This design comes from an exercise in tuning for small area, a short achievable clock period and few clock cycles on the open sky130 flow, not from production work. RTL that was checked went through simulation tests only; none was proved equivalent to the original. For runs 1 to 6, only the layout was checked, not whether the RTL still works. Power figures rest on the tool's default switching activity, not on a simulated workload.

### flow/design.v
module pecf_table (
    input  wire [7:0]  idx,
    output wire [14:0] entry
);
    assign entry = ({15{idx[0]}} & 15'h4599) ^
                   ({15{idx[1]}} & 15'h4EAB) ^
                   ({15{idx[2]}} & 15'h58CF) ^
                   ({15{idx[3]}} & 15'h7407) ^
                   ({15{idx[4]}} & 15'h2D97) ^
                   ({15{idx[5]}} & 15'h5B2E) ^
                   ({15{idx[6]}} & 15'h73C5) ^
                   ({15{idx[7]}} & 15'h2213);
endmodule
module pecf_step (
    input  wire [14:0] rem_in,
    input  wire [7:0]  data,
    output wire [14:0] rem_out
);
    wire [14:0] entry;
    pecf_table u_table (
        .idx   (rem_in[14:7] ^ data),
        .entry (entry)
    );
    assign rem_out = {rem_in[6:0], 8'h00} ^ entry;
endmodule
module pecf_tx (
    input  wire       clk,
    input  wire       rst,
    input  wire       tx_valid,
    input  wire [7:0] tx_data,
    input  wire       tx_last,
    output wire       tx_ready,
    output wire       out_valid,
    output wire [7:0] out_data,
    input  wire       out_ready
);
    localparam [14:0] SEED = 15'h0010;
    reg         pec_hi;      
    reg         pec_lo;      
    reg  [14:0] rem;
    wire        pay = !(pec_hi || pec_lo);
    wire [14:0] rem_next;
    assign out_valid = pay ? tx_valid : 1'b1;
    assign out_data  = pay ? tx_data  : rem[14:7];
    assign tx_ready  = pay && out_ready;
    wire take = out_valid && out_ready;
    pecf_step u_step (
        .rem_in  (rem),
        .data    (out_data),
        .rem_out (rem_next)
    );
    always @(posedge clk) begin
        if (rst) begin
            pec_hi <= 1'b0;
            pec_lo <= 1'b0;
            rem    <= SEED;
        end else if (take) begin
            pec_hi <= pay && tx_last;
            pec_lo <= pec_hi;
            rem    <= pec_lo ? SEED : rem_next;
        end
    end
endmodule
module pecf_rx (
    input  wire        clk,
    input  wire        rst,
    input  wire        rx_start,
    input  wire        rx_valid,
    input  wire [7:0]  rx_data,
    output reg         blk_valid,
    output reg  [3:0]  blk_dev,
    output wire [15:0] blk_code0,
    output wire [15:0] blk_code1,
    output wire [15:0] blk_code2,
    output wire        blk_pec_ok,
    output wire        pec_err
);
    localparam [14:0] SEED = 15'h0010;
    reg  [2:0]  pos;         
    reg  [14:0] rem;
    reg  [47:0] payload;     
    reg         err;         
    wire [14:0] rem_next;
    pecf_step u_step (
        .rem_in  ((pos == 3'd0) ? SEED : rem),
        .data    (rx_data),
        .rem_out (rem_next)
    );
    assign blk_code0  = payload[15:0];
    assign blk_code1  = payload[31:16];
    assign blk_code2  = payload[47:32];
    assign blk_pec_ok = (rem == 15'd0);
    assign pec_err    = err || !blk_pec_ok;
    always @(posedge clk) begin
        if (rx_valid) begin
            rem <= rem_next;
            if (pos < 3'd6)
                payload[pos*8 +: 8] <= rx_data;
        end
    end
    always @(posedge clk) begin
        blk_valid <= rx_valid && (pos == 3'd7);
        if (rst || rx_start) begin
            pos     <= 3'd0;
            blk_dev <= 4'd0;
            err     <= 1'b0;
        end else begin
            if (rx_valid)
                pos <= pos + 3'd1;
            if (blk_valid) begin
                blk_dev <= blk_dev + 4'd1;
                if (!blk_pec_ok)
                    err <= 1'b1;
            end
        end
    end
endmodule
module pecf_scale (
    input  wire [15:0] code,
    input  wire [22:0] noise_floor_uv,
    output wire [22:0] uv
);
    wire [22:0] scaled = code * 23'd100;
    assign uv = (scaled < noise_floor_uv) ? 23'd0 : scaled;
endmodule
module pecf_link (
    input  wire        clk,
    input  wire        rst,
    input  wire        tx_valid,
    input  wire [7:0]  tx_data,
    input  wire        tx_last,
    output wire        tx_ready,
    output wire        out_valid,
    output wire [7:0]  out_data,
    input  wire        out_ready,
    input  wire        rx_start,
    input  wire        rx_valid,
    input  wire [7:0]  rx_data,
    input  wire [22:0] noise_floor_uv,
    output wire        blk_valid,
    output wire [3:0]  blk_dev,
    output wire [15:0] blk_code0,
    output wire [15:0] blk_code1,
    output wire [15:0] blk_code2,
    output wire        blk_pec_ok,
    output wire        pec_err,
    output wire [22:0] blk_uv0,
    output wire [22:0] blk_uv1,
    output wire [22:0] blk_uv2
);
    pecf_tx u_tx (
        .clk       (clk),
        .rst       (rst),
        .tx_valid  (tx_valid),
        .tx_data   (tx_data),
        .tx_last   (tx_last),
        .tx_ready  (tx_ready),
        .out_valid (out_valid),
        .out_data  (out_data),
        .out_ready (out_ready)
    );
    pecf_rx u_rx (
        .clk        (clk),
        .rst        (rst),
        .rx_start   (rx_start),
        .rx_valid   (rx_valid),
        .rx_data    (rx_data),
        .blk_valid  (blk_valid),
        .blk_dev    (blk_dev),
        .blk_code0  (blk_code0),
        .blk_code1  (blk_code1),
        .blk_code2  (blk_code2),
        .blk_pec_ok (blk_pec_ok),
        .pec_err    (pec_err)
    );
    pecf_scale u_scale0 (
        .code           (blk_code0),
        .noise_floor_uv (noise_floor_uv),
        .uv             (blk_uv0)
    );
    pecf_scale u_scale1 (
        .code           (blk_code1),
        .noise_floor_uv (noise_floor_uv),
        .uv             (blk_uv1)
    );
    pecf_scale u_scale2 (
        .code           (blk_code2),
        .noise_floor_uv (noise_floor_uv),
        .uv             (blk_uv2)
    );
endmodule
### flow/run.sh
#!/bin/bash
# synth_recipe.tcl (not shown) runs the flow's synth.tcl, then flattens the netlist and writes it again
# the make line also repeats each setting of config.mk as NAME=value (left out here)
make -C /OpenROAD-flow-scripts/flow DESIGN_CONFIG=/design/flow/config.mk WORK_HOME=/design/flow/orfs CLKGATE_MAP_FILE= SYNTH_SCRIPT=/design/flow/synth_recipe.tcl finish
### flow/config.mk
export PLATFORM = sky130hd
export DESIGN_NAME = pecf_link
export DESIGN_NICKNAME = pecf_link
export VERILOG_FILES = /design/flow/design.v
export SDC_FILE = /design/flow/constraint.sdc
export NUM_CORES = 4
export LEC_CHECK = 0
export CAP_MARGIN = 20
export CORE_MARGIN = 2
export CORE_UTILIZATION = 40
export SLEW_MARGIN = 20
### flow/constraint.sdc
create_clock -name core_clock -period 9.0 [get_ports {clk}]
set_input_delay 1.8000 -clock core_clock [delete_from_list [all_inputs] [get_ports {clk}]]
set_output_delay 1.8000 -clock core_clock [all_outputs]
set_load 0.01 [all_outputs]
==> notes.md, run 1 <==
vias per cell 5.12; RSZ-0062 raised after global routing false; initial drt markers 392; grt ovf 0; Mapped Avg Cell Area 9.08 um2; Final ANT Viol Nets 0; Setup TNS Final 0 ps; GRT Util Overall 20.4%; Post-synth ARST share 0%; # rows 61; Crit. End Element primary output; share of layout cells above drive strength 1 3.28%; largest net degree at the start of global routing 49; crit path kind reg2out; status no timing/DRC/antenna violations; CP max-delay cell a31oi_2; overall power 3.11 mW; mapped cell area 11300 um2; pwr dens 227 nW/um2; f_max 0.126 GHz; final WL 30.1 mm; CP max stage delay 810 ps; Die ar. 29500 um2; CP most frequent cell ha_1; CORE AREA 27800 um2; Multi-input gate area 8010 um2; Yosys reg bits 89; Worst setup SP type flop; number of synthesized flops with an enable pin 63; I/O Buffers 173; drt pass-1 iters 5; CTS tree yes; Residual DRC 0; placed wire-length estimate 24.5 mm; Worst-Margin Slew 1010 ps; Avg WL per Cell 16.9 um; Skew-Pair Late Insertion Delay 350 ps; GRT busiest layer met2; Crit path required time 7200 ps; hold buffers post-CTS 0; CTS H-tree depth 3; Worst Hold Class reg2reg; initial antenna violation count 0; Post-CTS Resized 0; Worst Path Max Fanout 21; Post CTS Setup Buffer Count 0; post-synthesis sequential area ratio 21.4%; Yosys Warn Count 2; met3 Use GR 2.70%; Final #Nets 1706; peak supply drop 0.122 mV; Ant. Diodes 0; static leakage 6.34 nW; Sequential Area 2410 um2; # setup viols final 0; number of global-route vias before repair 8713; largest area contributor in the netlist ha_1; MaxCap Viol Count 0; Setup Skew 6.54 ps; commonest non-fill, non-tap cell in the layout ha_1; Top Ports 180; die height 172 um; Initial Util 40.6%; Final Cycle Share 88.0%; leading cell types in the layout, fill and taps excluded ha_1 (228), inv_1 (192), clkdlybuf4s50_1 (173), xnor2_1 (108), nor2_1 (67); final hold vios 0; area share of the largest cell type after synthesis 25.3%; top_reg_cell synth edfxtp_1; Slew Limit Fails 0; vias 9126; Root Buffer Master clkbuf_16; Filler cells 2683; cts bufs inserted 9; critical-path cell list ha_1 > ha_1 > fa_1 > ha_1 > nor2b_1 > o31a_1 > o21a_1 > a21oi_1 > o211ai_1 > o41a_1 > nand3_1 > ha_1 > a21o_1 > a21oi_1 > nor2_1 > a211oi_1 > o21ai_0 > a31oi_2 > nor2b_1 > clkdlybuf4s50_1; first-pass GRT wire length 46.9 mm; Synth cell types 66; synth top area cells ha_1 (25%), edfxtp_1 (17%), xnor2_1 (8.4%), inv_1 (6.4%), fa_1 (5.9%); CTS sink cnt 89; routability cong. 0.885; critical path arrival 6120 ps; die width 172 um; met2 GRT Util 35.4%; clock slew at reported path FFs 60 ps; fin crit period 7920 ps; area delta synth->final 21.4%; cell count after synthesis 1241; clock buffer depth 2; GR Layer Usage met1 26.0%; max_slew headroom 32.2%
## state kept, by name, indices dropped and copies added (netlist names)
register	flops
u_rx.payload	48
u_rx.rem	15
u_tx.rem	15
u_rx.blk_dev	4
u_rx.pos	3
u_rx.blk_valid	1
u_rx.err	1
u_tx.pec_hi	1
u_tx.pec_lo	1
## power by group
part           internal (mW)  switching (mW)
registers              0.513          0.0759
logic                   1.04            1.09
clock network          0.221           0.165
total                   1.77            1.33
## cells by family (layout without fill, tap and decap cells)
group,Yosys count,count (layout),synth area share [%]
other,1,6,0.0333
multiplexers,13,13,1.24
buffers and inverters,228,386,7.90
AND/OR/NAND/NOR,283,283,13.1
adder cells (fa/ha/maj),261,261,31.2
XOR/XNOR,142,142,11.5
AO/OA/AOI/OAI,224,224,13.7
flip-flops,89,89,21.4
## cells in the mapped netlist, drive strengths merged (4+ instances only)
cell / number
or3: 9
a31oi: 9
mux2i: 5
and3: 7
ha: 228
nand4: 12
mux2: 8
a21o: 22
xor2: 29
o21bai: 4
buf: 10
and4: 4
o21a: 12
nor3: 8
and2: 23
dfxtp: 26
xnor2: 112
fa: 33
nand2: 48
o31ai: 5
nor4: 4
a21oi: 57
nor2b: 56
nand3: 27
a22o: 45
a211oi: 9
edfxtp: 63
nor2: 67
clkbuf: 26
inv: 192
o21ai: 28
or2: 6
nand2b: 6
o211ai: 6
## stage by stage
step / utilization [%] / std cells / area, um2 / worst slack (ps) / hold WS [ps]
floorplan: - / 1246 / 11300 / 2680 / 429
global placement: 48.2 / 1766 / 13400 / 1660 / 448
detailed placement: 48.2 / 1766 / 13400 / 1500 / 459
CTS: 49.2 / 1782 / 13700 / 1110 / 472
global route: 49.2 / 1782 / 13700 / 655 / 504
finish: 49.2 / 1782 / 13700 / 1080 / 469
## final timing paths
check / startpoint / end / slack, ps / cells after the start
hold / removal: u_rx.err / u_rx.err / 470 / 2
setup reg to reg: u_rx.pos[0] / u_rx.payload[9] / 5930 / 9
hold reg to reg: u_rx.err / u_rx.err / 470 / 2
setup / recovery: u_rx.payload[34] / blk_uv2[5] / 1080 / 20
## cell type report
class | count | area share [%]
Clock buffer | 13 | 2.07
Clock inverter | 3 | 0.128
Inverter | 192 | 5.27
Multi-Input combinational cell | 929 | 58.5
Sequential cell | 89 | 17.6
Tap cell | 378 | 3.46
Timing Repair Buffer | 178 | 12.9
## worst max-delay path, delay by kind of cell (launching register included)
family,cells,cell delay [ps]
flops,1,490
buf+inv,1,550
compound gates,10,2480
simple gates,4,510
fa+ha+maj,5,1720
## metal layers
| metal | vias up | part of all wire (%) |
|---|---|---|
| met5 | - | 0 |
| met4 | 0 | 3.0 |
| met3 | 46 | 4.7 |
| met2 | 221 | 48 |
| met1 | 4289 | 44 |
| li1 | 4570 | - |
==> run 2, diff against run 1 <==
--- a/flow/design.v
+++ b/flow/design.v
@@ -68,4 +68,5 @@
     input  wire        rx_valid,
     input  wire [7:0]  rx_data,
+    input  wire [22:0] noise_floor_uv,
     output reg         blk_valid,
     output reg  [3:0]  blk_dev,
@@ -74,5 +75,8 @@
     output wire [15:0] blk_code2,
     output wire        blk_pec_ok,
-    output wire        pec_err
+    output wire        pec_err,
+    output wire [22:0] blk_uv0,
+    output wire [22:0] blk_uv1,
+    output wire [22:0] blk_uv2
 );
     localparam [14:0] SEED = 15'h0010;
@@ -81,4 +85,5 @@
     reg  [47:0] payload;     
     reg         err;         
+    reg  [2:0]  low;         
     wire [14:0] rem_next;
     pecf_step u_step (
@@ -92,10 +97,19 @@
     assign blk_pec_ok = (rem == 15'd0);
     assign pec_err    = err || !blk_pec_ok;
+    wire [22:0] top_uv;
+    pecf_scale u_scale0 (.code(low[0] ? 16'd0 : blk_code0), .uv(blk_uv0));
+    pecf_scale u_scale1 (.code(low[1] ? 16'd0 : blk_code1), .uv(blk_uv1));
+    pecf_scale u_scale2 (.code(blk_code2), .uv(top_uv));
+    assign blk_uv2 = low[2] ? 23'd0 : top_uv;
+    wire top_low = (top_uv < noise_floor_uv);
     always @(posedge clk) begin
         if (rx_valid) begin
             rem <= rem_next;
-            if (pos < 3'd6)
-                payload[pos*8 +: 8] <= rx_data;
+            if (!(pos[2] && pos[1]))
+                payload <= {rx_data, payload[47:8]};
         end
+        if (pos == 3'd2) low[0] <= top_low;
+        if (pos == 3'd4) low[1] <= top_low;
+        if (pos == 3'd6) low[2] <= top_low;
     end
     always @(posedge clk) begin
@@ -118,9 +132,8 @@
 module pecf_scale (
     input  wire [15:0] code,
-    input  wire [22:0] noise_floor_uv,
     output wire [22:0] uv
 );
-    wire [22:0] scaled = code * 23'd100;
-    assign uv = (scaled < noise_floor_uv) ? 23'd0 : scaled;
+    wire [20:0] x25 = ({code, 4'b0} + {code, 3'b0}) + code;
+    assign uv = {x25, 2'b00};
 endmodule
 module pecf_link (
@@ -161,31 +174,20 @@
     );
     pecf_rx u_rx (
-        .clk        (clk),
-        .rst        (rst),
-        .rx_start   (rx_start),
-        .rx_valid   (rx_valid),
-        .rx_data    (rx_data),
-        .blk_valid  (blk_valid),
-        .blk_dev    (blk_dev),
-        .blk_code0  (blk_code0),
-        .blk_code1  (blk_code1),
-        .blk_code2  (blk_code2),
-        .blk_pec_ok (blk_pec_ok),
-        .pec_err    (pec_err)
-    );
-    pecf_scale u_scale0 (
-        .code           (blk_code0),
+        .clk            (clk),
+        .rst            (rst),
+        .rx_start       (rx_start),
+        .rx_valid       (rx_valid),
+        .rx_data        (rx_data),
         .noise_floor_uv (noise_floor_uv),
-        .uv             (blk_uv0)
-    );
-    pecf_scale u_scale1 (
-        .code           (blk_code1),
-        .noise_floor_uv (noise_floor_uv),
-        .uv             (blk_uv1)
-    );
-    pecf_scale u_scale2 (
-        .code           (blk_code2),
-        .noise_floor_uv (noise_floor_uv),
-        .uv             (blk_uv2)
+        .blk_valid      (blk_valid),
+        .blk_dev        (blk_dev),
+        .blk_code0      (blk_code0),
+        .blk_code1      (blk_code1),
+        .blk_code2      (blk_code2),
+        .blk_pec_ok     (blk_pec_ok),
+        .pec_err        (pec_err),
+        .blk_uv0        (blk_uv0),
+        .blk_uv1        (blk_uv1),
+        .blk_uv2        (blk_uv2)
     );
 endmodule
==> run 2 against run 1 <==
Clock-buffer cell count decreased by 1. Clock power increased by 3%. Sequential share of layout area rose by 6.0 points. Global-route usage is 2.6 points lower. Power decreased by 34%. Via count fell by 32%. Worst hold slack improved by 1.0 ps. Synthesized cell count down 34%. Critical path type unchanged. Critical endpoint is now blk_uv0[21]. Largest cell class unchanged.
==> notes.md, run 2 <==
status no timing/DRC/antenna violations; clock slew at reported path FFs 60 ps; final hold vios 0; max reg flops 48; Post-synth ARST share 0%; Top reg by flops u_rx.payload; share of layout cells above drive strength 1 5.02%; mapped cell area 8270 um2; Synth cell types 73; Placed Area 10300 um2; Worst-Margin Slew 732 ps; Mapped Avg Cell Area 10.1 um2; placed cells 1251; fin crit period 5890 ps; die width 148 um; peak supply drop 0.101 mV; Final #Nets 1164; Post-CTS Resized 0; CTS H-tree depth 3; CTS sink cnt 92; Setup TNS Final 0 ps; Critical Path Source u_rx.low[0]; cts bufs inserted 9; cell count after synthesis 822; drt pass-1 iters 4; post-synthesis sequential area ratio 30.3%; Residual DRC 0; hold buffers post-CTS 0; Die ar. 21800 um2; die height 148 um; top cells by count, synth xnor2_1 (99), ha_1 (87), edfxtp_1 (66); Final ANT Viol Nets 0; first-pass GRT wire length 31.5 mm; pwr dens 193 nW/um2; Reg2Reg Setup Slack 4690 ps; most frequent cell after synthesis xnor2_1; area share of the largest cell type after synthesis 24.0%; Post CTS Setup Buffer Count 0; Post-Layout Cell Count 1267; Worst Path Max Fanout 16; reg2reg end u_rx.low[0]; grt ovf 0; leading cell types in the layout, fill and taps excluded clkdlybuf4s50_1 (173), xnor2_1 (99), ha_1 (87), edfxtp_1 (66), nand2_1 (61); number of global-route vias before repair 6278; CORE AREA 20200 um2; Yosys Warn Count 2; f_max 0.170 GHz; GRT Util Overall 17.8%; Initial Util 40.9%; static leakage 4.32 nW; Setup Skew 8.16 ps; Fin Hold WS 470 ps; Final Cycle Share 65.4%; largest area contributor in the netlist edfxtp_1; Worst path depth 10; Worst Hold Class reg2reg; # rows 52; Skew-Pair Late Insertion Delay 340 ps; routability cong. 0.831; crit path kind reg2out; commonest non-fill, non-tap cell in the layout clkdlybuf4s50_1; critical path arrival 4090 ps; Crit path required time 7200 ps; fin util 52.3%; Buf/Inv on CP 1; placed wire-length estimate 15.5 mm; Worst R2R Path Depth 14; I/O Buffers 173; Root Buffer Master clkbuf_16; Slew Limit Fails 0; CP max stage delay 600 ps; pre-CTS setup slack 3510 ps; initial antenna violation count 0; overall power 2.04 mW; # setup viols final 0; max_slew headroom 51.1%; critical-path cell list nor2b_1 > fa_1 > ha_1 > a211oi_1 > o211ai_1 > a31oi_1 > o21ai_1 > a21oi_1 > xnor2_1 > clkdlybuf4s50_1; vias 6192; Ant. Diodes 0; top_reg_cell synth edfxtp_1; Avg WL per Cell 14.9 um; post-route setup slack 3110 ps; synth top area cells edfxtp_1 (24%), ha_1 (13%), xnor2_1 (10%), fa_1 (9.4%), dfxtp_1 (6.3%); Top Ports 180; number of synthesized flops with an enable pin 66; Crit path max-delay family compound AO/OA/AOI/OAI gates; RSZ-0062 raised after global routing false; initial drt markers 199; crit path capture blk_uv0[21]; Crit. End Element primary output; area delta synth->final 27.9%; Worst setup SP type flop; fin area 10600 um2; largest net degree at the start of global routing 49; CP max-delay cell edfxtp_1; top flop regs u_rx.payload x48, u_rx.rem x15, u_tx.rem x15; vias per cell 4.89; MaxCap Viol Count 0; clock buffer depth 2; CTS tree yes; worst r2r src u_rx.payload[32]; final WL 18.9 mm; Yosys reg bits 92
-- run 2: worst min-delay path by stage --
| stage | slack, ps | cells after the start | start | end |
|---|---|---|---|---|
| after floorplan | 430 | 2 | u_rx.err | u_rx.err |
| after global placement | 450 | 2 | u_rx.err | u_rx.err |
| after detailed placement | 450 | 0 | u_rx.payload[15] | u_rx.payload[7] |
| after CTS | 470 | 0 | u_rx.payload[15] | u_rx.payload[7] |
| after global routing | 490 | 0 | u_rx.payload[15] | u_rx.payload[7] |
| final | 470 | 0 | u_rx.payload[15] | u_rx.payload[7] |
-- run 2: logic make-up (layout without fill, tap and decap cells) --
logic type | count (synthesis) | count (layout) | share of synthesized area [%]
muxes | 9 | 9 | 1.10
DFF | 92 | 92 | 30.3
other | 1 | 6 | 0.0453
xor gates and xnor gates | 137 | 137 | 15.6
adders and majority gates | 126 | 126 | 22.6
and+or+nand+nor | 240 | 240 | 14.9
buffers and inverters | 76 | 246 | 4.05
AOI/OAI and AO/OA | 141 | 141 | 11.4
-- run 2: power by group --
group | leakage [nW] | total (mW) | switching [mW] | internal (mW)
Clock | 0.155 | 0.399 | 0.158 | 0.241
Sequential | 0.855 | 0.592 | 0.0670 | 0.525
Combinational | 3.31 | 1.05 | 0.509 | 0.542
-- run 2: metal layers --
metal / part of all wire, % / vias up / routed length (um) / track usage [%]
li1: - / 3152 / - / -
met1: 47 / 2909 / 8920 / 24.0
met2: 49 / 123 / 9210 / 30.5
met3: 3.6 / 8 / 676 / 3.06
met4: 0.65 / 0 / 123 / 3.27
met5: 0 / - / 0 / 0
-- run 2: area by class of cell --
cell class | count | area, um2
Fill cell | 1883 | 9660
Multi-Input combinational cell | 659 | 5460
Sequential cell | 92 | 2500
Timing Repair Buffer | 176 | 1750
Tap cell | 270 | 338
Clock buffer | 12 | 268
Inverter | 54 | 203
Clock inverter | 4 | 52.6
==> run 3, diff against run 2 <==
--- a/flow/design.v
+++ b/flow/design.v
@@ -85,5 +85,6 @@
     reg  [47:0] payload;     
     reg         err;         
-    reg  [2:0]  low;         
+    reg         low2;        
+    reg  [22:0] uv0, uv1;    
     wire [14:0] rem_next;
     pecf_step u_step (
@@ -98,9 +99,10 @@
     assign pec_err    = err || !blk_pec_ok;
     wire [22:0] top_uv;
-    pecf_scale u_scale0 (.code(low[0] ? 16'd0 : blk_code0), .uv(blk_uv0));
-    pecf_scale u_scale1 (.code(low[1] ? 16'd0 : blk_code1), .uv(blk_uv1));
-    pecf_scale u_scale2 (.code(blk_code2), .uv(top_uv));
-    assign blk_uv2 = low[2] ? 23'd0 : top_uv;
-    wire top_low = (top_uv < noise_floor_uv);
+    pecf_scale u_scale (.code(blk_code2), .uv(top_uv));
+    wire        top_low = (top_uv < noise_floor_uv);
+    wire [22:0] top_clamped = top_low ? 23'd0 : top_uv;
+    assign blk_uv0 = uv0;
+    assign blk_uv1 = uv1;
+    assign blk_uv2 = low2 ? 23'd0 : top_uv;
     always @(posedge clk) begin
         if (rx_valid) begin
@@ -109,7 +111,7 @@
                 payload <= {rx_data, payload[47:8]};
         end
-        if (pos == 3'd2) low[0] <= top_low;
-        if (pos == 3'd4) low[1] <= top_low;
-        if (pos == 3'd6) low[2] <= top_low;
+        if (pos == 3'd2) uv0  <= top_clamped;
+        if (pos == 3'd4) uv1  <= top_clamped;
+        if (pos == 3'd6) low2 <= top_low;
     end
     always @(posedge clk) begin
==> flow/flow/run.sh (new file) <==
#!/bin/bash
# The standard layout, except that the port buffers are made as the smallest
# buffer cell (buf_1) instead of the resizer's default pick; the repair steps
# still resize them where timing or slew asks for it.
set -euo pipefail
cd "$(dirname "$0")/.."
bash standard.sh BUFFER_PORTS_ARGS="-buffer_cell sky130_fd_sc_hd__buf_1" finish > standard_flow.log 2>&1
==> flow/standard.sh (new file) <==
#!/bin/bash
# synth_recipe.tcl (not shown) runs the flow's synth.tcl, then flattens the netlist and writes it again
# the make line also repeats each setting of config.mk as NAME=value (left out here)
make -C /OpenROAD-flow-scripts/flow DESIGN_CONFIG=/design/flow/config.mk WORK_HOME=/design/flow/orfs CLKGATE_MAP_FILE= SYNTH_SCRIPT=/design/flow/synth_recipe.tcl "${@:-finish}"
removed: flow/run.sh
==> run 3 against run 2 <==
Global-route usage down 0.92 points. Largest power group unchanged. Sequential power up 38%. Area after synthesis down 11%. Core utilization down 3.0 points. Largest cell class is now sequential cells. Register-to-register slack worse by 730 ps.
==> notes.md, run 3 <==
routability cong. 0.798; Setup TNS Final 0 ps; Avg WL per Cell 15.4 um; met2 GRT Util 28.2%; Cell Int Power 1.57 mW; Crit. End Element primary output; Combinational Power Share 38.4%; Post-CTS Resized 0; Crit path required time 7200 ps; Worst Path Max Fanout 7; clock power share 28.1%; Flop pwr share 33.5%; Worst setup SP type flop; largest net degree at the start of global routing 49; Residual DRC 0; RSZ-0062 raised after global routing false; switch share 35.7%; clock buffer depth 2; hold buffers post-CTS 0; GRT Util Overall 16.9%; CTS tree yes; Filler cells 1707; Top Ports 180; die width 140 um; critical path arrival 3820 ps; Die ar. 19500 um2; Worst-Margin Slew 935 ps; top_reg_cell synth edfxtp_1; cell count after synthesis 644; Setup Skew 9.23 ps; Skew-Pair Late Insertion Delay 420 ps; initial antenna violation count 0; vias 5180; CORE AREA 18000 um2; Final Cycle Share 62.4%; commonest non-fill, non-tap cell in the layout buf_1; Yosys Warn Count 2; grt ovf 0; Synth cell types 57; fin crit period 5620 ps; largest area contributor in the netlist edfxtp_1; vias per cell 4.85; I/O Buffers 173; Slew Limit Fails 0; met3 Use GR 4.61%; overall power 2.43 mW; share of layout cells above drive strength 1 7.04%; area share of the largest cell type after synthesis 43.2%; max reg flops 48; top cells by count, synth edfxtp_1 (106), xnor2_1 (79), nor2_1 (73); Worst Hold Class reg2reg; CTS sink cnt 132; initial drt markers 285; fin util 49.2%; mapped cell area 7370 um2; Post-synth ARST share 0%; Initial Util 40.9%; Post CTS Setup Buffer Count 0; number of global-route vias before repair 5047; area delta synth->final 20.4%; pwr dens 274 nW/um2; cts bufs inserted 17; top flop regs u_rx.payload x48, u_rx.uv0 x21, u_rx.uv1 x21; final hold vios 0; most frequent cell after synthesis edfxtp_1; f_max 0.178 GHz; leading cell types in the layout, fill and taps excluded buf_1 (173), edfxtp_1 (106), xnor2_1 (79), nor2_1 (73), ha_1 (47); post-synthesis sequential area ratio 50.2%; GRT busiest layer met2; # rows 49; # setup viols final 0; placed wire-length estimate 12.2 mm; die height 140 um; CTS H-tree depth 4; Psw 869 uW; crit path kind reg2out; first-pass GRT wire length 26.0 mm; Ant. Diodes 0; drt pass-1 iters 5; synth top area cells edfxtp_1 (43%), xnor2_1 (9.4%), ha_1 (8.0%), dfxtp_1 (7.1%), nor2_1 (3.7%); Root Buffer Master clkbuf_16; MaxCap Viol Count 0; clock slew at reported path FFs 60 ps; placed cells 1035; peak supply drop 0.147 mV; number of synthesized flops with an enable pin 106; Post-Layout Cell Count 1067; GR Layer Usage met1 21.7%; Final ANT Viol Nets 0; final WL 16.4 mm; static leakage 3.41 nW; Top reg by flops u_rx.payload; status no timing/DRC/antenna violations; Yosys reg bits 132; Final #Nets 931; max_slew headroom 37.7%; Mapped Avg Cell Area 11.4 um2
-- run 3: area by class of cell --
cell class	instances	area, um2	share of cell area (%)
multi-input cells	450	3430	38.7
clock buffers	17	425	4.79
flip-flops and latches	132	3700	41.7
repair buffers	179	694	7.82
inverters	45	169	1.90
clock inverters	15	164	1.85
well taps	229	287	3.23
-- run 3: critical path, cell delays in order, from the launching register on --
cell	delay, ps
edfxtp_1	520
fa_1	520
ha_1	230
fa_1	410
a21o_1	190
a21oi_1	260
o21ai_1	230
a211o_1	310
a31oi_1	430
nor2_1	130
buf_1	170
-- run 3: kinds of logic (layout without fill, tap and decap cells) --
family | count (synthesis) | count (layout) | share of synthesized area, %
simple gates | 189 | 189 | 12.3
mux | 6 | 6 | 0.815
flops | 132 | 132 | 50.2
fa+ha+maj | 60 | 60 | 11.5
compound gates | 76 | 76 | 7.09
xor+xnor | 113 | 113 | 14.2
other cells | 1 | 6 | 0.0509
buf+inv | 67 | 256 | 3.78
-- run 3: path summary, 6_finish.rpt --
path	from	end	slack [ps]	cells after the start
max reg2reg	u_rx.payload[32]	u_rx.uv0[7]	3960	16
min reg2reg	u_rx.payload[31]	u_rx.payload[23]	450	0
max	u_rx.payload[32]	blk_uv2[22]	3380	10
min	u_rx.payload[31]	u_rx.payload[23]	450	0
-- run 3: routing by layer --
metal	wire (um)	share of wire, %
met1	7460	45
met2	7950	48
met3	855	5.2
met4	172	1.0
met5	0	0
-- run 3: power by group through the flow --
| stage | logic [mW] | registers (mW) | clock network, mW |
|---|---|---|---|
| after floorplan | 0.742 | 0.820 | 0 |
| after global placement | 0.933 | 0.830 | 0 |
| after detailed placement | 0.938 | 0.830 | 0 |
| after CTS | 0.945 | 0.818 | 0.701 |
| after global routing | 1.04 | 0.827 | 0.725 |
| final | 0.934 | 0.817 | 0.684 |
-- run 3: per-stage QoR --
stage | setup slack [ps] | hold slack, ps | area [um2]
after floorplan | 3150 | 429 | 7390
after global placement | 3890 | 427 | 8280
after detailed placement | 3830 | 434 | 8290
after CTS | 3360 | 449 | 8870
after global routing | 3150 | 457 | 8870
final | 3380 | 450 | 8870
==> run 4, diff against run 3 <==
--- a/flow/design.v
+++ b/flow/design.v
@@ -85,6 +85,5 @@
     reg  [47:0] payload;     
     reg         err;         
-    reg         low2;        
-    reg  [22:0] uv0, uv1;    
+    reg  [22:0] uv0, uv1, uv2;   
     wire [14:0] rem_next;
     pecf_step u_step (
@@ -104,5 +103,5 @@
     assign blk_uv0 = uv0;
     assign blk_uv1 = uv1;
-    assign blk_uv2 = low2 ? 23'd0 : top_uv;
+    assign blk_uv2 = uv2;
     always @(posedge clk) begin
         if (rx_valid) begin
@@ -113,5 +112,5 @@
         if (pos == 3'd2) uv0  <= top_clamped;
         if (pos == 3'd4) uv1  <= top_clamped;
-        if (pos == 3'd6) low2 <= top_low;
+        if (pos == 3'd6) uv2  <= top_clamped;
     end
     always @(posedge clk) begin
==> run 4 against run 3 <==
Non-clock buffer count unchanged. Worst setup slack improved by 570 ps. Global-route usage hardly changed. Die area is 5.3% higher. Area after synthesis increased by 5.4%. Still clean on timing, DRC and antenna. Routed wire length rose by 4.9%. Via count fell by 1.2%. Critical path type is now reg2reg. Clock skew is 10 ps higher. Clock power is 9.4% higher.
==> notes.md, run 4 <==
status no timing/DRC/antenna violations; cts bufs inserted 17; area delta synth->final 20.4%; Multi-input gate area 3280 um2; Top reg by flops u_rx.payload; critical-path cell list fa_1 > ha_1 > inv_1 > fa_1 > nor2b_1 > o21ai_0 > a21oi_1 > o21ai_0 > a21boi_0 > nor2_1 > ha_1 > a21o_1 > a21o_1 > a21oi_1 > nor3_1 > nor4_2 > buf_4 > nor2b_1; post-synthesis sequential area ratio 55.4%; # rows 50; Post-synth ARST share 0%; Adder-Cell Fraction of Synth Area 10.9%; leading cell types in the layout, fill and taps excluded buf_1 (173), edfxtp_1 (126), xnor2_1 (70), ha_1 (47), nand2_1 (39); Die ar. 20600 um2; Root Buffer Master clkbuf_16; # setup viols final 0; hold buffers post-CTS 0; max reg flops 48; GRT busiest layer met2; GRT Util Overall 16.9%; drt pass-1 iters 5; initial drt markers 232; clock slew at reported path FFs 70 ps; Fin Hold WS 453 ps; MaxCap Viol Count 0; Worst setup SP type flop; Initial Util 41.1%; crit path kind reg2reg; vias 5120; Crit path max-delay family adder cells; Worst-Margin Slew 899 ps; RSZ-0062 raised after global routing false; Yosys Warn Count 2; die width 143 um; CTS H-tree depth 4; share of layout cells above drive strength 1 8.07%; worst r2r src u_rx.payload[32]; final WL 17.2 mm; grt ovf 0; number of global-route vias before repair 5036; post-synthesis compound-gate area fraction 7.37%; initial antenna violation count 0; Yosys reg bits 152; Skew-Pair Late Insertion Delay 430 ps; number of synthesized flops with an enable pin 126; final hold vios 0; Crit. End Element flop; Ant. Diodes 0; vias per cell 4.81; Synth cell types 54; Top Ports 180; critical path arrival 5200 ps; CORE AREA 18900 um2; commonest non-fill, non-tap cell in the layout buf_1; peak supply drop 0.122 mV; fin crit period 5040 ps; Final #Nets 898; Post-Synth XOR/XNOR Area 13.0%; routability cong. 0.878; largest net degree at the start of global routing 49; Post CTS Setup Buffer Count 0; Worst Path Max Fanout 13; top_reg_cell synth edfxtp_1; Crit path required time 9160 ps; Mapped Avg Cell Area 12.8 um2; Sequential Area 4300 um2; met2 GRT Util 28.8%; Buf/Inv on CP 2; area share of the largest cell type after synthesis 48.7%; pwr dens 271 nW/um2; Critical Path Source u_rx.payload[32]; CP max-delay cell nor4_2; Worst Hold Class reg2reg; CP max stage delay 650 ps; Post-CTS Resized 0; clock buffer depth 2; top cells by count, synth edfxtp_1 (126), xnor2_1 (70), ha_1 (47); f_max 0.198 GHz; largest area contributor in the netlist edfxtp_1; mux contribution to synthesized area 1.93%; I/O Buffers 173; Final Cycle Share 56.0%; Post-Synth Simple-Gate Area 8.37%; met3 Use GR 4.57%; Hold Startpoint u_rx.payload[24]; Slew Limit Fails 0; largest family of logic cells by synthesized area XOR/XNOR gates; Filler cells 1753; mapped cell area 7770 um2; synth top area cells edfxtp_1 (49%), xnor2_1 (7.9%), ha_1 (7.6%), dfxtp_1 (6.7%), xor2_1 (3.9%); most frequent cell after synthesis edfxtp_1; max_slew headroom 40.1%; first-pass GRT wire length 26.4 mm; die height 143 um; Residual DRC 0; Final ANT Viol Nets 0; Avg WL per Cell 16.2 um; GR Layer Usage met1 21.4%; Setup Skew 19.5 ps; Setup TNS Final 0 ps; static leakage 3.48 nW; CTS tree yes; placed wire-length estimate 13.1 mm; cell count after synthesis 608; CTS sink cnt 152
[run 4: changes by cell type after synthesis, sizes merged, moves of 4 or more]
cell / before / now
nor2: 73 / 31
inv: 45 / 35
nand2: 45 / 40
xor2: 28 / 37
edfxtp: 106 / 126
xnor2: 85 / 73
o21ai: 11 / 22
mux2: 0 / 8
o21a: 3 / 7
nand3b: 10 / 0
[run 4: per-layer routing]
metal / part of all wire (%) / vias to the layer above / routed length (um)
met4: 1.2 / 0 / 199
met1: 44 / 2447 / 7590
met5: 0 / - / 0
met2: 49 / 151 / 8490
li1: - / 2506 / -
met3: 5.5 / 16 / 956
[run 4: per-stage QoR]
| step | utilization (%) | setup WS [ps] | cells | total power [mW] | cell area, um2 |
|---|---|---|---|---|---|
| after floorplan | - | 3150 | 613 | 1.61 | 7790 |
| after global placement | 46.2 | 4190 | 1033 | 1.78 | 8730 |
| after detailed placement | 46.2 | 4050 | 1033 | 1.80 | 8730 |
| after CTS | 49.5 | 3970 | 1065 | 2.55 | 9360 |
| after global routing | 49.5 | 3570 | 1065 | 2.68 | 9360 |
| final | 49.5 | 3960 | 1065 | 2.53 | 9360 |
[run 4: kinds of logic (layout without fill, tap and decap cells)]
kind of cell    after synthesis  after routing
flops                       152            152
simple gates                133            133
xor+xnor                    110            110
compound gates               84             84
fa+ha+maj                    60             60
buf+inv                      54            246
mux                          14             14
other cells                   1              6
[run 4: area by class of cell]
| cell class | count | share of cell area (%) |
|---|---|---|
| clock buffer | 17 | 4.55 |
| inverter | 35 | 1.40 |
| clock inverter | 15 | 2.13 |
| sequential | 152 | 46.0 |
| multi-input combinational | 407 | 35.0 |
| timing repair buffer | 179 | 7.42 |
| tap | 260 | 3.48 |
[run 4: path summary, 6_finish.rpt]
path | slack (ps) | cells past startpoint | end
max | 3960 | 18 | u_rx.uv1[2]
min | 450 | 0 | u_rx.payload[16]
max reg2reg | 3960 | 18 | u_rx.uv1[2]
min reg2reg | 450 | 0 | u_rx.payload[16]
[run 4: report_power, final]
part	switching, mW	internal, mW	leakage [nW]
Combinational	0.470	0.386	1.76
Sequential	0.0649	0.863	1.42
Clock	0.321	0.426	0.307
Total	0.857	1.68	3.48
[run 4: worst register-to-register path, stage by stage, from the launching register on]
cell	delay, ps
edfxtp_1	500
fa_1	580
ha_1	220
inv_1	70
fa_1	400
nor2b_1	120
o21ai_0	90
a21oi_1	320
o21ai_0	170
a21boi_0	280
nor2_1	90
ha_1	300
a21o_1	160
a21o_1	170
a21oi_1	140
nor3_1	90
nor4_2	650
buf_4	340
nor2b_1	110
==> run 5, diff against run 4 <==
--- a/flow/design.v
+++ b/flow/design.v
@@ -85,5 +85,5 @@
     reg  [47:0] payload;     
     reg         err;         
-    reg  [22:0] uv0, uv1, uv2;   
+    reg  [20:0] x_top, x_mid, x_bot;   
     wire [14:0] rem_next;
     pecf_step u_step (
@@ -99,9 +99,8 @@
     wire [22:0] top_uv;
     pecf_scale u_scale (.code(blk_code2), .uv(top_uv));
-    wire        top_low = (top_uv < noise_floor_uv);
-    wire [22:0] top_clamped = top_low ? 23'd0 : top_uv;
-    assign blk_uv0 = uv0;
-    assign blk_uv1 = uv1;
-    assign blk_uv2 = uv2;
+    wire [20:0] x_clamped = ({x_top, 2'b00} < noise_floor_uv) ? 21'd0 : x_top;
+    assign blk_uv0 = {x_bot, 2'b00};
+    assign blk_uv1 = {x_mid, 2'b00};
+    assign blk_uv2 = {x_top, 2'b00};
     always @(posedge clk) begin
         if (rx_valid) begin
@@ -110,7 +109,10 @@
                 payload <= {rx_data, payload[47:8]};
         end
-        if (pos == 3'd2) uv0  <= top_clamped;
-        if (pos == 3'd4) uv1  <= top_clamped;
-        if (pos == 3'd6) uv2  <= top_clamped;
+        if (pos != 3'd0 && pos != 3'd1)
+            x_top <= pos[0] ? x_clamped : top_uv[22:2];
+        if (rx_valid && (pos == 3'd3 || pos == 3'd5)) begin
+            x_mid <= x_clamped;
+            x_bot <= x_mid;
+        end
     end
     always @(posedge clk) begin
--- a/flow/config.mk
+++ b/flow/config.mk
@@ -8,4 +8,5 @@
 export CAP_MARGIN = 20
 export CORE_MARGIN = 2
-export CORE_UTILIZATION = 40
+export CORE_UTILIZATION = 55
+export CTS_BUF_LIST = sky130_fd_sc_hd__clkbuf_8
 export SLEW_MARGIN = 20
==> run 5 against run 4 <==
Synthesized cell count grew 10%. Worst hold slack gained 1.3 ps. Routed wire length shrank 5.2%. Global-route usage grew 4.5 points. Die area shrank 25%.
==> notes.md, run 5 <==
Crit path required time 9160 ps; Synth cell types 48; drt pass-1 iters 5; Initial Util 56.9%; share of layout cells above drive strength 1 5.48%; Top reg by flops u_rx.payload; final hold vios 0; met2 GRT Util 33.0%; Slew Limit Fails 0; synth top area cells edfxtp_1 (47%), xnor2_1 (9.1%), ha_1 (7.2%), dfxtp_1 (6.5%), nand2_1 (3.4%); number of synthesized flops with an enable pin 126; GRT Util Overall 21.5%; vias per cell 5.30; cts bufs inserted 17; status no timing/DRC/antenna violations; Worst Hold Class reg2reg; Setup Skew 13.5 ps; Worst R2R Path Depth 11; critical-path cell list buf_1 > inv_1 > ha_1 > a211oi_1 > o21ai_0 > a221o_1 > a221o_1 > a31oi_4 > o22ai_1; final WL 16.3 mm; most frequent cell after synthesis edfxtp_1; max reg flops 48; cell count after synthesis 669; first-pass GRT wire length 26.8 mm; Crit. End Element flop; Setup TNS Final 0 ps; GRT busiest layer met2; Residual DRC 0; RSZ-0062 raised after global routing false; Crit path max-delay family compound AO/OA/AOI/OAI gates; Top Ports 180; max_slew headroom 26.7%; hold buffers post-CTS 0; die width 124 um; placed wire-length estimate 12.1 mm; commonest non-fill, non-tap cell in the layout buf_1; Worst setup SP type input pin; I/O Buffers 173; leading cell types in the layout, fill and taps excluded buf_1 (173), edfxtp_1 (126), xnor2_1 (83), nand2_1 (73), nor2_1 (47); Skew-Pair Late Insertion Delay 460 ps; area share of the largest cell type after synthesis 47.5%; static leakage 3.38 nW; Post-CTS Resized 0; Worst path depth 9; crit path kind in2reg; grt ovf 0; top cells by count, synth edfxtp_1 (126), xnor2_1 (83), nand2_1 (73); f_max 0.239 GHz; met3 Use GR 5.11%; routability cong. 0.903; CTS tree yes; largest net degree at the start of global routing 49; Final Cycle Share 46.4%; Post-synth ARST share 0%; Die ar. 15500 um2; area delta synth->final 15.6%; CP max stage delay 870 ps; Ant. Diodes 0; top_reg_cell synth edfxtp_1; # setup viols final 0; mapped cell area 7970 um2; # rows 43; Mapped Avg Cell Area 11.9 um2; Root Buffer Master clkbuf_8; initial antenna violation count 0; Yosys reg bits 152; Worst Path Max Fanout 42; GR Layer Usage met1 30.5%; Avg WL per Cell 15.7 um; initial drt markers 355; CTS H-tree depth 4; CP most frequent cell a221o_1; largest area contributor in the netlist edfxtp_1; pwr dens 229 nW/um2; Buf/Inv on CP 2; MaxCap Viol Count 0; critical path arrival 4340 ps; peak supply drop 0.125 mV; Yosys Warn Count 2; vias 5501; number of global-route vias before repair 5254; fin crit period 4180 ps; CP max-delay cell a31oi_4; post-synthesis sequential area ratio 54.0%; CTS sink cnt 152; clock slew at reported path FFs 80 ps; Worst-Margin Slew 1100 ps; worst hold path depth 0; die height 124 um; Post CTS Setup Buffer Count 0; Fin Hold WS 454 ps; Final ANT Viol Nets 0; Final #Nets 949; clock buffer depth 2; CORE AREA 14000 um2
## run 5: path summary, 6_finish.rpt
check	startpoint	end	slack [ps]
setup reg to reg	u_rx.payload[36]	u_rx.x_top[16]	5690
hold / removal	u_rx.payload[29]	u_rx.payload[21]	450
hold reg to reg	u_rx.payload[29]	u_rx.payload[21]	450
setup / recovery	noise_floor_uv[18]	u_rx.x_top[12]	4820
## run 5: area by class of cell
cell class | count | area, um2
timing repair buffer | 177 | 692
multi-input combinational | 463 | 3470
fill | 1122 | 4780
tap | 180 | 225
clock buffer | 17 | 234
sequential | 152 | 4300
clock inverter | 15 | 160
inverter | 33 | 124
## run 5: metal layers
layer | routed length [um] | share of wire, %
met1 | 7680 | 47
met2 | 7510 | 46
met5 | 0 | 0
met4 | 158 | 0.97
met3 | 990 | 6.1
## run 5: power breakdown
group	internal, mW	switching (mW)
clock	0.270	0.252
combinational	0.321	0.359
sequential	0.843	0.0627
total	1.43	0.673
## run 5: kinds of logic after synthesis
logic type | count (synthesis) | share of synthesized area, %
buffers and inverters | 59 | 3.06
XOR/XNOR | 114 | 13.3
other | 1 | 0.0471
AO/OA/AOI/OAI | 94 | 7.65
AND/OR/NAND/NOR | 184 | 10.7
flip-flops | 152 | 54.0
multiplexers | 6 | 0.754
adder cells (fa/ha/maj) | 59 | 10.5
## run 5: stage by stage
stage               power, mW  std cells  worst slack, ps  area (um2)  util [%]
floorplan                1.46        674             2900        7990         -
global placement         1.58       1004             4490        8800      62.9
detailed placement       1.60       1004             4390        8800      62.9
CTS                      2.12       1036             4850        9190      65.7
global route             2.23       1037             4740        9210      65.8
finish                   2.11       1037             4820        9210      65.8
==> run 6, diff against run 5 <==
--- a/flow/config.mk
+++ b/flow/config.mk
@@ -8,5 +8,4 @@
 export CAP_MARGIN = 20
 export CORE_MARGIN = 2
-export CORE_UTILIZATION = 55
-export CTS_BUF_LIST = sky130_fd_sc_hd__clkbuf_8
+export CORE_UTILIZATION = 40
 export SLEW_MARGIN = 20
==> run 6 against run 5 <==
Still clean on timing, DRC and antenna. Sequential power barely moved. Flip-flop and latch count did not move. Clock skew fell by 6.0 ps. Global-route usage fell by 5.4 points. Critical path depth fell by 6. Via count fell by 2.3%. Worst hold slack got worse by 7.7 ps. Critical endpoint is now out_valid.
==> notes.md, run 6 <==
crit path kind in2out; Post-Layout Cell Count 1123; clock buffer depth 2; Worst Hold Class reg2reg; number of global-route vias before repair 5128; synth top area cells edfxtp_1 (47%), xnor2_1 (9.1%), ha_1 (7.2%), dfxtp_1 (6.5%), nand2_1 (3.4%); fin util 48.7%; largest net degree at the start of global routing 49; CTS tree yes; reg2reg end u_rx.x_top[20]; top_reg_cell synth edfxtp_1; worst hold path depth 0; Post-synth ARST share 0%; Final Cycle Share 46.1%; post-route setup slack 4850 ps; Synth cell types 48; final hold vios 0; largest area contributor in the netlist edfxtp_1; routability cong. 0.786; Final #Nets 950; area share of the largest cell type after synthesis 47.5%; most frequent cell after synthesis edfxtp_1; Filler cells 1838; CORE AREA 19500 um2; # rows 51; f_max 0.241 GHz; Yosys Warn Count 2; Mapped Avg Cell Area 11.9 um2; status no timing/DRC/antenna violations; Met2 Wirelength 7.63 mm; first-pass GRT wire length 27.0 mm; grt ovf 0; Worst-Margin Slew 890 ps; post-synthesis sequential area ratio 54.0%; pwr dens 239 nW/um2; Critical Path Source tx_valid; Setup TNS Final 0 ps; placed cells 1090; Initial Util 40.8%; Crit. End Element primary output; cell count after synthesis 669; die height 145 um; RSZ-0062 raised after global routing false; static leakage 3.46 nW; clock slew at reported path FFs 60 ps; Skew-Pair Late Insertion Delay 420 ps; CTS H-tree depth 4; top cells by count, synth edfxtp_1 (126), xnor2_1 (83), nand2_1 (73); initial antenna violation count 0; vias 5376; Hold Startpoint u_rx.x_mid[8]; vias per cell 4.79; critical path arrival 2350 ps; hold endpoint u_rx.x_bot[8]; area delta synth->final 19.4%; Crit path required time 7200 ps; drt pass-1 iters 4; leading cell types in the layout, fill and taps excluded buf_1 (173), edfxtp_1 (126), xnor2_1 (83), nand2_1 (73), nor2_1 (47); Top reg by flops u_rx.payload; max_slew headroom 40.4%; Ant. Diodes 0; cts bufs inserted 17; fin crit period 4150 ps; number of synthesized flops with an enable pin 126; mapped cell area 7970 um2; die width 145 um; MaxCap Viol Count 0; # setup viols final 0; Residual DRC 0; Die ar. 21100 um2; placed wire-length estimate 12.2 mm; initial drt markers 250; commonest non-fill, non-tap cell in the layout buf_1; worst r2r src u_rx.payload[36]; Slew Limit Fails 0; Post-CTS Resized 0; Avg WL per Cell 14.9 um; wire length on met3 713 um; I/O Buffers 173; Worst Path Max Fanout 3; Root Buffer Master clkbuf_16; share of layout cells above drive strength 1 5.59%; Top Metal Used met4; Reg2Reg Setup Slack 5600 ps; Final ANT Viol Nets 0; Worst R2R Path Depth 11; final WL 16.7 mm; hold buffers post-CTS 0; wl on met1 8.17 mm; Top Ports 180; max reg flops 48; CTS sink cnt 152; Setup Skew 7.48 ps; peak supply drop 0.137 mV; GRT Util Overall 16.1%; Worst setup SP type input pin; pre-CTS setup slack 4410 ps; Post CTS Setup Buffer Count 0; Yosys reg bits 152
run 6: cell counts after synthesis:
Identical to the previous run, type by type.
run 6: layout make-up:
| class | count | area [um2] | area share (%) |
|---|---|---|---|
| clock buffers | 17 | 425 | 4.47 |
| clock inverters | 15 | 149 | 1.57 |
| inverters | 33 | 124 | 1.30 |
| multi-input cells | 463 | 3470 | 36.5 |
| flip-flops and latches | 152 | 4300 | 45.3 |
| well taps | 265 | 332 | 3.49 |
| repair buffers | 178 | 707 | 7.43 |
run 6: metal layers:
layer | track usage, % | vias to the layer above
met5 | 0 | -
met4 | 5.59 | 0
met3 | 3.65 | 17
met2 | 24.5 | 135
met1 | 22.7 | 2543
li1 | - | 2681
run 6: logic make-up (layout without fill, tap and decap cells):
kind of cell,Yosys count,after routing,share of synthesized area (%)
simple gates,184,184,10.7
other cells,1,6,0.0471
flops,152,152,54.0
buf+inv,59,243,3.06
fa+ha+maj,59,59,10.5
mux,6,6,0.754
xor+xnor,114,114,13.3
compound gates,94,94,7.65
run 6: worst max path at each step:
stage               slack [ps]  cells past startpoint         endpoint
finish                    4850                      3        out_valid
global route              4840                      3        out_valid
detailed placement        4410                      9    u_rx.x_top[8]
floorplan                 2900                      2  u_rx.payload[0]
global placement          4420                      9   u_rx.x_top[19]
CTS                       4860                      3        out_valid
run 6: metrics by stage:
| stage | hold WS (ps) | power, mW | area, um2 |
|---|---|---|---|
| 3_5_place_dp | 434 | 1.59 | 8910 |
| 5_1_grt | 455 | 2.41 | 9510 |
| 3_3_place_gp | 430 | 1.58 | 8910 |
| 6_report | 446 | 2.28 | 9510 |
| 4_1_cts | 450 | 2.30 | 9480 |
| 2_1_floorplan | 429 | 1.46 | 7990 |
run 6: power breakdown:
group	switching [mW]	leakage (nW)	total [mW]	internal (mW)
combinational	0.351	1.79	0.673	0.322
sequential	0.0615	1.40	0.906	0.844
clock	0.290	0.272	0.698	0.408
total	0.703	3.46	2.28	1.57
run 6: worst max-delay path, stage by stage:
cell   delay [ps]
buf_1          60
or3_1         340
buf_1         140
==> run 7, diff against run 6 <==
--- a/flow/design.v
+++ b/flow/design.v
@@ -85,5 +85,7 @@
     reg  [47:0] payload;     
     reg         err;         
-    reg  [20:0] x_top, x_mid, x_bot;   
+    reg  [20:0] x_top;           
+    reg  [20:4] x_mid, x_bot;    
+    reg         low_mid, low_bot;
     wire [14:0] rem_next;
     pecf_step u_step (
@@ -99,7 +101,11 @@
     wire [22:0] top_uv;
     pecf_scale u_scale (.code(blk_code2), .uv(top_uv));
-    wire [20:0] x_clamped = ({x_top, 2'b00} < noise_floor_uv) ? 21'd0 : x_top;
-    assign blk_uv0 = {x_bot, 2'b00};
-    assign blk_uv1 = {x_mid, 2'b00};
+    wire        x_low     = ({x_top, 2'b00} < noise_floor_uv);
+    wire [20:0] x_clamped = x_low ? 21'd0 : x_top;
+    function [3:0] x25_low (input [3:0] c);
+        x25_low = {c[3] ^ c[0], c[2:0]};
+    endfunction
+    assign blk_uv0 = {x_bot, low_bot ? 4'd0 : x25_low(blk_code0[3:0]), 2'b00};
+    assign blk_uv1 = {x_mid, low_mid ? 4'd0 : x25_low(blk_code1[3:0]), 2'b00};
     assign blk_uv2 = {x_top, 2'b00};
     always @(posedge clk) begin
@@ -109,9 +115,10 @@
                 payload <= {rx_data, payload[47:8]};
         end
-        if (pos != 3'd0 && pos != 3'd1)
-            x_top <= pos[0] ? x_clamped : top_uv[22:2];
+        x_top <= pos[0] ? x_clamped : top_uv[22:2];
         if (rx_valid && (pos == 3'd3 || pos == 3'd5)) begin
-            x_mid <= x_clamped;
-            x_bot <= x_mid;
+            x_mid   <= x_clamped[20:4];
+            low_mid <= x_low;
+            x_bot   <= x_mid;
+            low_bot <= low_mid;
         end
     end
--- a/flow/config.mk
+++ b/flow/config.mk
@@ -8,4 +8,7 @@
 export CAP_MARGIN = 20
 export CORE_MARGIN = 2
-export CORE_UTILIZATION = 40
+export CORE_UTILIZATION = 55
+export CTS_BUF_LIST = sky130_fd_sc_hd__clkbuf_8
+export CTS_CLUSTER_DIAMETER = 100
+export CTS_CLUSTER_SIZE = 40
 export SLEW_MARGIN = 20
==> run 7 against run 6 <==
Highest routed layer unchanged. Critical path type unchanged. Sequential share of layout area down 1.0 points. Via count increased by 1.8%. Still clean on timing, DRC and antenna. Final area shrank 6.1%.
==> notes.md, run 7 <==
status no timing/DRC/antenna violations; Post CTS Setup Buffer Count 0; hold buffers post-CTS 0; Crit path required time 7200 ps; cell count after synthesis 672; Worst-Margin Slew 982 ps; GRT Util Overall 22.4%; Worst Path Max Fanout 3; critical path arrival 2340 ps; Setup TNS Final 0 ps; area delta synth->final 15.7%; clock slew at reported path FFs 80 ps; grt ovf 0; Worst setup SP type input pin; fin crit period 4140 ps; top flop regs u_rx.payload x48, u_rx.x_top x21; max reg flops 48; routability cong. 0.881; I/O Buffers 173; mapped cell area 7720 um2; initial antenna violation count 0; Die ar. 15000 um2; final hold vios 0; f_max 0.241 GHz; max_slew headroom 34.4%; top_reg_cell synth edfxtp_1; vias per cell 5.27; placed wire-length estimate 12.5 mm; Skew-Pair Late Insertion Delay 460 ps; largest net degree at the start of global routing 49; Crit. End Element primary output; Slew Limit Fails 0; Worst Hold Class reg2reg; first-pass GRT wire length 25.7 mm; drt pass-1 iters 4; number of synthesized flops with an enable pin 103; # setup viols final 0; die width 122 um; area share of the largest cell type after synthesis 40.1%; Residual DRC 0; leading cell types in the layout, fill and taps excluded buf_1 (173), edfxtp_1 (103), xnor2_1 (72), nand2_1 (51), nor2_1 (49); Fin Hold WS 451 ps; Final ANT Viol Nets 0; Ant. Diodes 0; post-synthesis sequential area ratio 51.2%; number of global-route vias before repair 5116; initial drt markers 318; synth top area cells edfxtp_1 (40%), dfxtp_1 (11%), xnor2_1 (8.2%), ha_1 (7.5%), fa_1 (3.4%); CTS H-tree depth 4; pwr dens 250 nW/um2; Root Buffer Master clkbuf_8; share of layout cells above drive strength 1 6.52%; placed cells 1007; peak supply drop 0.141 mV; CTS sink cnt 146; RSZ-0062 raised after global routing false; top cells by count, synth edfxtp_1 (103), xnor2_1 (72), nand2_1 (51); largest area contributor in the netlist edfxtp_1; commonest non-fill, non-tap cell in the layout buf_1; static leakage 3.36 nW; Setup Skew 13.2 ps; crit path kind in2out; CORE AREA 13800 um2; Synth cell types 57; cts bufs inserted 17; Avg WL per Cell 15.8 um; Post-CTS Resized 0; # rows 43; die height 122 um; most frequent cell after synthesis edfxtp_1; clock buffer depth 2; CTS tree yes; Top reg by flops u_rx.payload; Mapped Avg Cell Area 11.5 um2; Post-synth ARST share 0%; Yosys reg bits 146; Top Ports 180; Final Cycle Share 46.0%; vias 5474; Yosys Warn Count 2; Final #Nets 951; final WL 16.4 mm; Initial Util 56.1%; Post-Layout Cell Count 1039; MaxCap Viol Count 0
## run 7: cell count changes after synthesis, sizes merged, moves of 4 or more
cell / previous run / this run
o2bb2ai: 4 / 0
xnor2: 84 / 77
or3: 4 / 9
nor2b: 24 / 13
o22ai: 17 / 1
clkbuf: 20 / 14
nand2: 73 / 51
nand3: 5 / 21
and2: 3 / 20
buf: 6 / 12
mux2: 0 / 4
o21ai: 15 / 20
dfxtp: 26 / 43
edfxtp: 126 / 103
## run 7: path summary, 6_finish.rpt
kind	cells after the start	slack (ps)	to	start
worst max-delay path	3	4860	out_valid	tx_valid
worst min-delay path	0	450	u_rx.x_bot[15]	u_rx.x_mid[15]
worst min register to register	0	450	u_rx.x_bot[15]	u_rx.x_mid[15]
worst max register to register	11	5880	u_rx.x_top[18]	u_rx.payload[36]
## run 7: critical path, stage by stage
cell,delay (ps)
buf_1,60
or3_1,330
buf_1,140
## run 7: layer usage
layer,global-route usage [%],vias up,part of all wire [%]
met5,0,-,0
met3,4.69,18,5.4
li1,-,2695,-
met1,31.5,2569,48
met2,34.4,192,45
met4,7.97,0,1.5
## run 7: logic make-up (layout without fill, tap and decap cells)
kind of cell,after synthesis,count (layout),synth area share [%]
AND/OR/NAND/NOR,197,197,12.6
flip-flops,146,146,51.2
XOR/XNOR,108,108,13.1
AO/OA/AOI/OAI,91,91,7.66
buffers and inverters,61,243,3.32
adder cells (fa/ha/maj),59,59,10.8
multiplexers,9,9,1.23
other,1,6,0.0486
## run 7: per-stage QoR
stage / setup slack [ps] / cell area [um2] / utilization (%) / power [mW]
after CTS: 4860 / 8920 / 64.8 / 2.24
after floorplan: 2900 / 7740 / - / 1.53
after global routing: 4810 / 8930 / 64.9 / 2.38
after global placement: 4600 / 8540 / 62.0 / 1.72
after detailed placement: 4430 / 8540 / 62.0 / 1.74
final: 4860 / 8930 / 64.9 / 2.23
## run 7: final cells by class
class	count	area, um2
multi-input cells	470	3570
inverters	35	131
flip-flops and latches	146	3950
clock buffers	17	234
fillers	1099	4840
repair buffers	176	672
clock inverters	15	150
well taps	180	225
## run 7: power breakdown
part           switching [mW]  leakage (nW)  internal, mW  total (mW)
Sequential              0.111          1.34         0.834       0.945
Combinational           0.440          1.83         0.352       0.792
Clock                   0.269         0.187         0.226       0.495
Testbench counts of run 7, summed over its fixed seeds: cycles 35,016.
==> run 8, diff against run 7 <==
--- a/flow/config.mk
+++ b/flow/config.mk
@@ -10,5 +10,4 @@
 export CORE_UTILIZATION = 55
 export CTS_BUF_LIST = sky130_fd_sc_hd__clkbuf_8
-export CTS_CLUSTER_DIAMETER = 100
-export CTS_CLUSTER_SIZE = 40
+export SETUP_SLACK_MARGIN = 5
 export SLEW_MARGIN = 20
==> run 8 against run 7 <==
Clock power grew 1%. Area after synthesis unchanged. Non-clock buffer count rose by 1. Worst hold slack gained 3.2 ps. First-iteration DRC count is 19% higher. Final area up 0.71%. Sequential share of layout area shrank 0.31 points. Power grew 0.42%. Still clean on timing, DRC and antenna. Flip-flop and latch count is the same. Global-route usage increased by 0.28 points. Largest cell class unchanged. Cell count about the same. Clock-buffer cell count unchanged.
==> notes.md, run 8 <==
Yosys Warn Count 2; clock slew at reported path FFs 90 ps; cts bufs inserted 17; CTS sink cnt 146; area share of the largest cell type after synthesis 40.1%; Worst setup SP type input pin; Worst Hold Class reg2reg; fin crit period 4180 ps; Post-Synth XOR/XNOR Area 13.1%; Slew Limit Fails 0; crit path kind in2out; top flop regs u_rx.payload x48, u_rx.x_top x21; CTS tree yes; Top reg by flops u_rx.payload; clock buffer depth 2; Worst-Margin Slew 1000 ps; Residual DRC 0; most frequent cell after synthesis edfxtp_1; Post CTS Setup Buffer Count 0; share of layout cells above drive strength 1 9.42%; Root Buffer Master clkbuf_8; critical path arrival 2380 ps; MaxCap Viol Count 0; drt pass-1 iters 5; CTS H-tree depth 4; Ant. Diodes 0; top cells by count, synth edfxtp_1 (103), xnor2_1 (72), nand2_1 (51); leading cell types in the layout, fill and taps excluded buf_1 (154), edfxtp_1 (103), xnor2_1 (72), nor2_1 (48), nand2_1 (47); # rows 43; Crit path required time 7200 ps; GRT Util Overall 22.7%; number of synthesized flops with an enable pin 103; largest family of logic cells by synthesized area XOR/XNOR gates; peak supply drop 0.128 mV; RSZ-0062 raised after global routing true; status no timing/DRC/antenna violations; initial drt markers 378; Final ANT Viol Nets 0; Post-Synth Simple-Gate Area 12.6%; vias per cell 5.28; Post-Layout Cell Count 1040; Mapped Avg Cell Area 11.5 um2; die height 122 um; Final Cycle Share 46.4%; area delta synth->final 16.5%; mapped cell area 7720 um2; # setup viols final 0; mux contribution to synthesized area 1.23%; grt ovf 0; post-synthesis sequential area ratio 51.2%; Worst Path Max Fanout 3; vias 5490; synth top area cells edfxtp_1 (40%), dfxtp_1 (11%), xnor2_1 (8.2%), ha_1 (7.5%), fa_1 (3.4%); Die ar. 15000 um2; Yosys reg bits 146; Adder-Cell Fraction of Synth Area 10.8%; Top Ports 180; initial antenna violation count 0; Setup Skew 9.67 ps; routability cong. 0.873; die width 122 um; static leakage 3.44 nW; f_max 0.239 GHz; pwr dens 249 nW/um2; Avg WL per Cell 16.0 um; Synth cell types 57; Post-synth ARST share 0%; number of global-route vias before repair 5133; commonest non-fill, non-tap cell in the layout buf_1; largest net degree at the start of global routing 49; final hold vios 0; cell count after synthesis 672; top_reg_cell synth edfxtp_1; max reg flops 48; placed wire-length estimate 12.5 mm; Final #Nets 952; largest area contributor in the netlist edfxtp_1; first-pass GRT wire length 26.1 mm; Initial Util 56.1%; Crit. End Element primary output; Setup TNS Final 0 ps; CORE AREA 13800 um2; final WL 16.7 mm; Skew-Pair Late Insertion Delay 450 ps; placed cells 1008; hold buffers post-CTS 0; I/O Buffers 173; max_slew headroom 33.1%; post-synthesis compound-gate area fraction 7.66%
[run 8: cell counts after synthesis]
Identical to the previous run, type by type.
[run 8: worst paths after layout]
kind                                         to        startpoint  depth (start not counted)  slack (ps)
worst max-delay path                  out_valid          tx_valid                          3        4820
worst min-delay path            u_rx.payload[5]  u_rx.payload[13]                          0         450
worst max register to register   u_rx.x_top[17]  u_rx.payload[38]                          8        5890
worst min register to register  u_rx.payload[5]  u_rx.payload[13]                          0         450
[run 8: power by group]
part / switching (mW) / total [mW] / internal (mW)
clock network: 0.273 / 0.500 / 0.227
logic: 0.440 / 0.797 / 0.357
registers: 0.110 / 0.944 / 0.834
[run 8: cells by family after synthesis]
family	count (synthesis)
compound gates	91
flops	146
fa+ha+maj	59
xor+xnor	108
simple gates	197
mux	9
buf+inv	61
other cells	1
[run 8: final cells by class]
cell class	instances	area, um2
well taps	180	225
clock buffers	17	234
repair buffers	177	731
inverters	35	131
fillers	1105	4770
multi-input cells	470	3570
clock inverters	15	149
flip-flops and latches	146	3950
[run 8: what timing repair did]
item                                    4_1_cts  5_1_grt
resized for setup                            17       17
pin swaps                                     0        4
endpoints found under the setup margin       10        7
[run 8: critical path: stages]
cell and delay, ps:
buf_1 90, or3_4 350, buf_6 130
[run 8: through the flow]
| stage | hold WS [ps] | power, mW | utilization (%) | instance area [um2] | setup WS, ps |
|---|---|---|---|---|---|
| floorplan | 429 | 1.53 | - | 7750 | 5030 |
| CTS | 454 | 2.25 | 65.1 | 8960 | 4860 |
| finish | 454 | 2.24 | 65.3 | 9000 | 4820 |
| global placement | 427 | 1.72 | 62.1 | 8550 | 4870 |
| global route | 468 | 2.39 | 65.3 | 9000 | 4810 |
| detailed placement | 433 | 1.74 | 62.1 | 8550 | 4850 |
[run 8: metal layers]
layer	track usage [%]	routed length [um]
met1	31.6	7890
met2	35.7	7720
met3	4.65	872
met4	7.18	176
met5	0	0

-- re-timing with driven ports --
Ports are ideal in the flow. The routed layouts listed here were re-timed in OpenROAD.
Step 1: set_driving_cell puts a clkbuf_16 on clk and a buf_2 on each other input, an assumption about the parent block.
Step 2 adds t to the input delays and takes it off the output delays; t is the mean of the earliest and latest rising clock arrival at the registers after step 1. Input paths then give back, and output paths get back, about the clock's delay inside the block.
Three values: no drivers, after step 1, after step 2; two values: the first two.
run	t (ns)	setup slack, ns	latest minus earliest clock arrival (ns)	worst register clock-pin slew, ns	cell pins on the clock port's net
run 1	0.387	1.082 / 1.041 / 1.428	0.007 / 0.007	0.07 / 0.07	1
run 2	0.376	3.111 / 3.070 / 3.446	0.008 / 0.008	0.07 / 0.07	1
run 3	0.460	3.384 / 3.341 / 3.801	0.010 / 0.011	0.07 / 0.07	1
run 4	0.463	3.959 / 3.959 / 3.959	0.020 / 0.020	0.07 / 0.07	1
run 5	0.486	4.821 / 4.833 / 4.348	0.015 / 0.014	0.09 / 0.09	1
run 6	0.467	4.850 / 4.831 / 4.662	0.007 / 0.008	0.06 / 0.06	1
run 7	0.486	4.857 / 4.836 / 4.651	0.013 / 0.013	0.09 / 0.09	1
run 8	0.480	4.824 / 4.803 / 4.803	0.010 / 0.010	0.09 / 0.09	1
After both steps setup and hold are still met in every run listed. The setup slack of run 5, which loses most, moves by +0.012 ns with the drivers and by -0.473 ns with both steps.
